Context: an optimization exercise on an open-source flow, tuned for small area, a short achievable clock period and few clock cycles per item. The choices shown serve that exercise and are no tape-out recipe. Where RTL was checked, it was by simulation tests only, not by an equivalence proof against the original. Power and IR drop assume default switching activity.

// prio_derive
module prio_derive (
    input  wire        clk,
    input  wire        rst,
    input  wire        in_valid,
    output wire        in_ready,
    input  wire [63:0] in_table,
    output reg         out_valid,
    input  wire        out_ready,
    output reg  [19:0] out_order,
    output reg  [2:0]  out_diag
);
make LEC_CHECK=0 CAP_MARGIN=20 CORE_MARGIN=2 CORE_UTILIZATION=40 PLACE_DENSITY=0.6 SETUP_SLACK_MARGIN=4 SLEW_MARGIN=20 finish   # period 8.0 ns
run.sh (not shown) runs the stock make flow with config.mk's settings and CLKGATE_MAP_FILE= SYNTH_SCRIPT=/design/flow/synth_recipe.tcl, a recipe that flattens the netlist after the stock synthesis.
Testbench counts at the start, summed over its fixed seeds: cycles 2,056, items 2,048.
Change:
--- a/flow/design.v
+++ b/flow/design.v
@@ -112,13 +112,13 @@
     endgenerate
     wire [1:0] f0 = suborder(q0);
     wire [1:0] f1 = suborder(q1);
     reg  [3:0] pr0, pr1;
     reg  [3:0] ab0 [0:3];
     reg  [3:0] ab1 [0:3];
-    reg        mok, vfail, same;
+    reg        mok, vfail;
     integer x, y;
     always @* begin
         for (x = 0; x < 4; x = x + 1) begin
             pr0[x] = (q0[2*(1 << x) +: 2] == x);
             pr1[x] = (q1[2*(1 << x) +: 2] == x);
             for (y = 0; y < 4; y = y + 1) begin
@@ -131,24 +131,20 @@
             if (pr0[x] != pr1[x]) mok = 1'b0;
             for (y = x + 1; y < 3; y = y + 1)
                 if (ab0[x][y] != ab1[x][y]) mok = 1'b0;
             if (pr0[3] && pr1[3] && pr0[x] && ab0[3][x] && !ab1[3][x]) mok = 1'b0;
         end
         vfail = (q0[1:0] == 2'd3) != (q1[1:0] == 2'd3);
-        same = pr0[3] & pr1[3];
-        for (x = 0; x < 3; x = x + 1)
-            if (pr0[x] && ab0[3][x] != ab1[3][x]) same = 1'b0;
     end
     assign in_ready = !out_valid || out_ready;
     reg  [1:0] r_f0, r_f1;
     reg        r_mok, r_vf;
     reg  [2:0] r_pr;                 
     reg        r_s0, r_s1;           
     reg  [2:0] r_tt;                 
     reg  [2:0] r_a0, r_a1;           
-    reg        r_same;               
     always @(posedge clk) begin
         if (rst)
             out_valid <= 1'b0;
         else if (in_ready)
             out_valid <= in_valid;
     end
@@ -161,34 +157,30 @@
             r_pr  <= pr0[2:0];
             r_s0  <= pr0[3];
             r_s1  <= pr1[3];
             r_tt  <= {ab0[1][2], ab0[0][2], ab0[0][1]};
             r_a0  <= {ab0[3][2], ab0[3][1], ab0[3][0]};
             r_a1  <= {ab1[3][2], ab1[3][1], ab1[3][0]};
-            r_same <= same;
-        end
-    end
-    reg        fail;
+        end
+    end
+    reg        same, fail;
     reg  [3:0] bel [0:4];            
     reg  [4:0] here;
     reg  [4:0] at [0:4];             
     reg  [3:0] nib [0:4];
     reg        emp;
     reg        ov [0:2][0:2];        
     integer e, k;
     function [4:0] onehot_cnt;       
         input [3:0] b;
-        begin
-            case (b)
-                4'b0000:                                     onehot_cnt = 5'b00001;
-                4'b0001, 4'b0010, 4'b0100, 4'b1000:          onehot_cnt = 5'b00010;
-                4'b0011, 4'b0101, 4'b0110, 4'b1001,
-                4'b1010, 4'b1100:                            onehot_cnt = 5'b00100;
-                4'b0111, 4'b1011, 4'b1101, 4'b1110:          onehot_cnt = 5'b01000;
-                default:                                     onehot_cnt = 5'b10000;
-            endcase
+        integer i;
+        reg [2:0] c;
+        begin
+            c = 3'd0;
+            for (i = 0; i < 4; i = i + 1) c = c + b[i];
+            onehot_cnt = 5'd1 << c;
         end
     endfunction
     always @* begin
         if (r_f0 != 2'd0)      out_diag = {1'b0, r_f0};
         else if (r_f1 != 2'd0) out_diag = {1'b0, r_f1};
         else if (!r_mok)       out_diag = D_MERGE;
@@ -196,30 +188,33 @@
         else                   out_diag = D_NONE;
         fail = (r_f0 != 2'd0) | (r_f1 != 2'd0) | !r_mok | r_vf;
         ov[0][1] = r_tt[0]; ov[1][0] = !r_tt[0];
         ov[0][2] = r_tt[1]; ov[2][0] = !r_tt[1];
         ov[1][2] = r_tt[2]; ov[2][1] = !r_tt[2];
         ov[0][0] = 1'b0; ov[1][1] = 1'b0; ov[2][2] = 1'b0;
+        same = r_s0 & r_s1;
+        for (x = 0; x < 3; x = x + 1)
+            if (r_pr[x] && r_a0[x] != r_a1[x]) same = 1'b0;
         for (x = 0; x < 3; x = x + 1) begin
             bel[x] = 4'd0;
             for (y = 0; y < 3; y = y + 1)
                 if (y != x) bel[x][y < x ? y : y - 1] = r_pr[y] & ov[x][y];
             bel[x][2] = r_s0 & !r_a0[x];
-            bel[x][3] = r_s1 & !r_same & !r_a1[x];
+            bel[x][3] = r_s1 & !same & !r_a1[x];
             here[x] = r_pr[x];
         end
         bel[3] = {1'b0, r_pr & r_a0};
         bel[4] = {r_s0, r_pr & r_a1};
         here[3] = r_s0;
-        here[4] = r_s1 & !r_same;
+        here[4] = r_s1 & !same;
         for (e = 0; e < 5; e = e + 1)
             at[e] = here[e] ? onehot_cnt(bel[e]) : 5'd0;
         for (k = 0; k < 5; k = k + 1) begin
             emp = fail | !(at[0][k] | at[1][k] | at[2][k] | at[3][k] | at[4][k]);
             nib[k][3] = emp;
-            nib[k][2] = emp | (at[3][k] & !r_same) | at[4][k];
-            nib[k][1] = emp | at[2][k] | (at[3][k] & r_same);
-            nib[k][0] = emp | at[1][k] | (at[3][k] & r_same) | at[4][k];
+            nib[k][2] = emp | (at[3][k] & !same) | at[4][k];
+            nib[k][1] = emp | at[2][k] | (at[3][k] & same);
+            nib[k][0] = emp | at[1][k] | (at[3][k] & same) | at[4][k];
         end
         out_order = {nib[0], nib[1], nib[2], nib[3], nib[4]};
     end
 endmodule
Utilization climbs by 2.3 points.
Sequential share of layout area drops by 0.55 points.
Via count drops by 3.1%.
Power drops by 2.8%.
Global-route usage climbs by 0.68 points.
Routed wire length drops by 2.2%.
Clock-buffer cell count is unchanged.
Maximum frequency drops by 18%.
Sequential power drops by about 6%.
Worst setup slack loses 0.90 ns.
Register-to-register slack hardly moves.
The RTL of the second run of this note was laid out without a check of its function.

## re-timing with driven ports
No port has a modelled driver above. Below, the same layouts with a new extraction and two added sets of constraints. Step 1: set_driving_cell puts a clkbuf_16 on clk and a buf_2 on each other input, an assumption about the parent block. Step 2 moves the port delays by t, midway between the first and last clock arrival at a register: inputs arrive t later, outputs are due t later. That takes back most of the time a late clock gives input paths. Three values: ideal ports, drivers, drivers and shift; two values: the first two.
| run | t (ns) | setup slack, ns | hold WS [ns] | worst setup path at the end | worst slew at a driven data input, ns |
|---|---|---|---|---|---|
| the first run | 0.280 | 3.959 / 3.932 / 3.834 | 0.770 / 0.770 / 0.770 | input to register | 0.04 |
| the second run | 0.286 | 3.062 / 3.037 / 3.324 | 0.789 / 0.789 / 0.789 | register to output | 0.04 |
After both steps setup and hold are still met in every run listed. The setup slack of the first run, which loses most, moves by -0.027 ns with the drivers and by -0.125 ns with both steps.
